This design comes from an exercise in tuning for small area, a short achievable clock period and few clock cycles on the open sky130 flow, not from production work. At most, simulation tests tie the RTL to the original design; equivalence was not proved. Power figures rest on the tool's default switching activity, not on a simulated workload.

== cedar ==
==> flow/design.v <==
module rbsm_matcher #(
    parameter PAT_MAX = 8,     
    parameter N_SLOT  = 11     
) (
    input  wire        clk,
    input  wire        rst,           
    input  wire        pl_clr,        
    input  wire        pl_push,       
    input  wire [3:0]  pl_slot,
    input  wire [7:0]  pl_byte,
    input  wire        cmd_wait,
    input  wire        cmd_mok,
    input  wire        cmd_merr,
    input  wire        cmd_clr,
    input  wire [31:0] cmd_timeout,
    input  wire        ms_tick,
    input  wire        rx_valid,
    input  wire [7:0]  rx_byte,
    output wire        rx_ready,
    output wire        busy,
    output reg         done,
    output reg  [2:0]  outcome,
    output wire        urc_valid,
    output reg  [2:0]  urc_index,
    input  wire        urc_done
);
    localparam LW = $clog2(PAT_MAX + 1);
    localparam HN = PAT_MAX - 1;           
    localparam [2:0] O_OK      = 3'd1,
                     O_ERROR   = 3'd2,
                     O_TIMEOUT = 3'd3,
                     O_MATCH1  = 3'd4;
    reg        busy_r, scan_r, urc_r, uns_r, rep_r;
    reg        mok, merr;
    reg [31:0] remain;
    reg        dirty;                      
    assign busy      = busy_r;
    assign rx_ready  = scan_r;
    assign urc_valid = urc_r;
    wire take   = rx_valid && scan_r;
    wire accept = !busy_r && cmd_wait;
    reg [8*PAT_MAX-1:0] pat [0:N_SLOT-1];
    reg [LW-1:0]        len [0:N_SLOT-1];
    reg       ld_clr, ld_push;
    reg [3:0] ld_slot;
    reg [7:0] ld_byte;
    always @(posedge clk) begin
        ld_clr  <= pl_clr && !rst;
        ld_push <= pl_push && !pl_clr && !rst;
        ld_slot <= pl_slot;
        ld_byte <= pl_byte;
    end
    reg [N_SLOT-1:0] len_is1;
    integer s;
    always @(*) begin
        for (s = 0; s < N_SLOT; s = s + 1)
            len_is1[s] = ((ld_clr || ld_push) && ld_slot == s) ? (ld_push && len[s] == 0)
                                                               : (len[s] == 1);
    end
    always @(posedge clk) begin
        for (s = 0; s < N_SLOT; s = s + 1) begin
            if (rst || (ld_clr && ld_slot == s))
                len[s] <= {LW{1'b0}};
            else if (ld_push && ld_slot == s && len[s] != PAT_MAX)
                len[s] <= len[s] + 1'b1;
            if (ld_push && ld_slot == s && len[s] != PAT_MAX)
                pat[s] <= {pat[s][8*PAT_MAX-9:0], ld_byte};
        end
    end
    reg [8*HN-1:0] hist;
    reg [HN-1:0]   hval;
    reg [7:0]      rbyte;                  
    wire [7:0] nbyte = rep_r ? rbyte : rx_byte;
    wire clr_hist = (accept && cmd_clr) || (urc_r && urc_done);
    wire clr_pre  = clr_hist || (accept && dirty && !hval[0]);
    wire replay   = accept && !cmd_clr && dirty && hval[0];
    wire unshift  = uns_r;
    reg [N_SLOT-1:0] pre, pre_n;
    reg              ok_k;
    integer i, k;
    always @(*) begin
        for (i = 0; i < N_SLOT; i = i + 1) begin
            ok_k = (nbyte == pat[i][15:8]);
            for (k = 2; k < PAT_MAX; k = k + 1)
                if (k < len[i] && !(hval[k-2] && hist[8*(k-2) +: 8] == pat[i][8*k +: 8]))
                    ok_k = 1'b0;
            pre_n[i] = (len[i] == 1) || (len[i] > 1 && ok_k);
        end
    end
    reg pre_ok, pre_err;
    wire pre_ok_n  = (nbyte == 8'h0D) && hval[1] && (hist[15:0] == {"O", "K"});
    wire pre_err_n = (nbyte == 8'h0D) && hval[4] &&
                     (hist[39:0] == {"E", "R", "R", "O", "R"});
    always @(posedge clk) begin
        if (take || rep_r) begin
            pre     <= pre_n;
            pre_ok  <= pre_ok_n;
            pre_err <= pre_err_n;
        end else if (clr_pre) begin
            pre     <= len_is1;
            pre_ok  <= 1'b0;
            pre_err <= 1'b0;
        end
    end
    always @(posedge clk) begin
        if (rst || clr_hist)
            hval <= {HN{1'b0}};
        else if (unshift)
            hval <= {1'b0, hval[HN-1:1]};
        else if (take || rep_r)
            hval <= {hval[HN-2:0], 1'b1};
    end
    always @(posedge clk) begin
        if (unshift) begin
            hist  <= {hist[8*HN-1 -: 8], hist[8*HN-1:8]};
            rbyte <= hist[7:0];
        end else if (take || rep_r) begin
            hist  <= {hist[8*HN-9:0], nbyte};
        end
    end
    always @(posedge clk) begin
        if (rst || pl_clr || pl_push)
            dirty <= 1'b1;
        else if (clr_pre || rep_r)
            dirty <= 1'b0;
    end
    reg [N_SLOT-1:0] hit;
    integer j;
    always @(*) begin
        for (j = 0; j < N_SLOT; j = j + 1)
            hit[j] = pre[j] && (rx_byte == pat[j][7:0]);
    end
    wire lf     = (rx_byte == 8'h0A);
    wire hit_ok = mok && pre_ok && lf;
    wire hit_er = merr && pre_err && lf;
    wire       urc_any = |hit[7:0];
    wire       out_any = |hit[10:8] || hit_ok || hit_er;
    reg  [2:0] arb_idx, arb_outcome;
    integer u;
    always @(*) begin
        arb_idx = 3'd0;
        for (u = 7; u >= 0; u = u - 1)
            if (hit[u]) arb_idx = u[2:0];
        if (hit[8])       arb_outcome = O_MATCH1;
        else if (hit[9])  arb_outcome = O_MATCH1 + 3'd1;
        else if (hit[10]) arb_outcome = O_MATCH1 + 3'd2;
        else if (hit_ok)  arb_outcome = O_OK;
        else              arb_outcome = O_ERROR;
    end
    wire remain_zero = (remain == 32'd0);
    wire finish = scan_r && (rx_valid ? (out_any && !urc_any) : remain_zero);
    always @(posedge clk) begin
        if (rst) begin
            busy_r <= 1'b0;
            scan_r <= 1'b0;
            urc_r  <= 1'b0;
            uns_r  <= 1'b0;
            rep_r  <= 1'b0;
            done   <= 1'b0;
        end else begin
            done  <= finish;
            uns_r <= replay;
            rep_r <= uns_r;
            if (!busy_r) begin
                busy_r <= cmd_wait;
                scan_r <= cmd_wait && !replay;
            end else if (uns_r) begin
                scan_r <= 1'b0;
            end else if (rep_r) begin
                scan_r <= 1'b1;
            end else if (urc_r) begin
                if (urc_done) begin
                    urc_r  <= 1'b0;
                    scan_r <= 1'b1;
                end
            end else begin
                if (take && urc_any) begin
                    scan_r <= 1'b0;
                    urc_r  <= 1'b1;
                end
                if (finish) begin
                    scan_r <= 1'b0;
                    busy_r <= 1'b0;
                end
            end
        end
    end
    always @(posedge clk) begin
        if (accept) begin
            mok    <= cmd_mok;
            merr   <= cmd_merr;
            remain <= cmd_timeout;
        end else if (busy_r && ms_tick && !remain_zero) begin
            remain <= remain - 1'b1;
        end
        outcome <= rx_valid ? arb_outcome : O_TIMEOUT;
        if (scan_r)
            urc_index <= arb_idx;
    end
endmodule
clock: 8.0 ns
lec_check: 0
cap_margin: 0
core_margin: 2
core_utilization: 50
cts_cluster_diameter: 80
cts_cluster_size: 24
place_density: 0.62
setup_slack_margin: 5
slew_margin: 0
run.sh (not shown) runs the stock make flow with config.mk's settings and CLKGATE_MAP_FILE= SYNTH_SCRIPT=/design/flow/synth_recipe.tcl, a recipe that flattens the netlist after the stock synthesis.
Here is what was changed in the inputs of zinc compared with cedar.
-- flow/design.v --
<<< cedar, line 31
                     O_TIMEOUT = 3'd3,
                     O_MATCH1  = 3'd4;
    reg        busy_r, scan_r, urc_r, uns_r, rep_r;
    reg        mok, merr;
    reg [31:0] remain;
>>> zinc, line 31
                     O_TIMEOUT = 3'd3,
                     O_MATCH1  = 3'd4;
    reg        busy_r, scan_r, urc_r, rep_r;
    reg        mok, merr;
    reg [31:0] remain;
<<< cedar, line 74
    wire clr_hist = (accept && cmd_clr) || (urc_r && urc_done);
    wire clr_pre  = clr_hist || (accept && dirty && !hval[0]);
    wire replay   = accept && !cmd_clr && dirty && hval[0];
    wire unshift  = uns_r;
    reg [N_SLOT-1:0] pre, pre_n;
    reg              ok_k;
>>> zinc, line 74
    wire clr_hist = (accept && cmd_clr) || (urc_r && urc_done);
    wire clr_pre  = clr_hist || (accept && dirty && !hval[0]);
    wire unshift  = accept && !cmd_clr && dirty && hval[0];
    reg [N_SLOT-1:0] pre, pre_n;
    reg              ok_k;
<<< cedar, line 155
            scan_r <= 1'b0;
            urc_r  <= 1'b0;
            uns_r  <= 1'b0;
            rep_r  <= 1'b0;
            done   <= 1'b0;
        end else begin
            done  <= finish;
            uns_r <= replay;
            rep_r <= uns_r;
            if (!busy_r) begin
                busy_r <= cmd_wait;
                scan_r <= cmd_wait && !replay;
            end else if (uns_r) begin
                scan_r <= 1'b0;
            end else if (rep_r) begin
                scan_r <= 1'b1;
>>> zinc, line 154
            scan_r <= 1'b0;
            urc_r  <= 1'b0;
            rep_r  <= 1'b0;
            done   <= 1'b0;
        end else begin
            done  <= finish;
            rep_r <= unshift;
            if (!busy_r) begin
                busy_r <= cmd_wait;
                scan_r <= cmd_wait && !unshift;
            end else if (rep_r) begin
                scan_r <= 1'b1;
==> notes.md <==
- Routed wire length, zinc vs cedar: down slightly
- Looking at worst setup slack, zinc sits above cedar.
- Part of the power in combinational logic for zinc: 0.4 points up relative to cedar
- Worst slew margin relative to its limit: cedar and zinc compared, lower one is zinc
- cedar -> zinc: flip-flop and latch count flat
- Relative to cedar, total global-route track usage increased by 0.20 points in zinc.
- zinc ends up with a routing usage on met1 that is 0.66 points lower than in cedar.
Testbench counts of zinc, summed over its fixed seeds: cycles 21,841.
Function not checked in cedar: the RTL went through the layout flow alone.

what the ideal ports hide:
No port has a modelled driver above. Below, the same layouts with a new extraction and two added sets of constraints.
Step 1: set_driving_cell puts a clkbuf_16 on clk and a buf_2 on each other input, an assumption about the parent block.
Step 2 also shifts input and output timing later by t, the mid clock arrival at the registers, as if the neighbouring blocks saw the same clock.
Slacks: ideal / step 1 / step 2; pairs: ideal / step 1.
| run | shift t [ns] | setup slack, ns | hold slack, ns |
|---|---|---|---|
| cedar | 0.682 | 4.936 / 4.936 / 4.396 | 0.467 / 0.467 / 0.467 |
| zinc | 0.691 | 4.993 / 5.010 / 4.348 | 0.475 / 0.475 / 0.475 |
After both steps setup and hold are still met in every run listed. The setup slack of zinc, which loses most, moves by +0.017 ns with the drivers and by -0.645 ns with both steps.
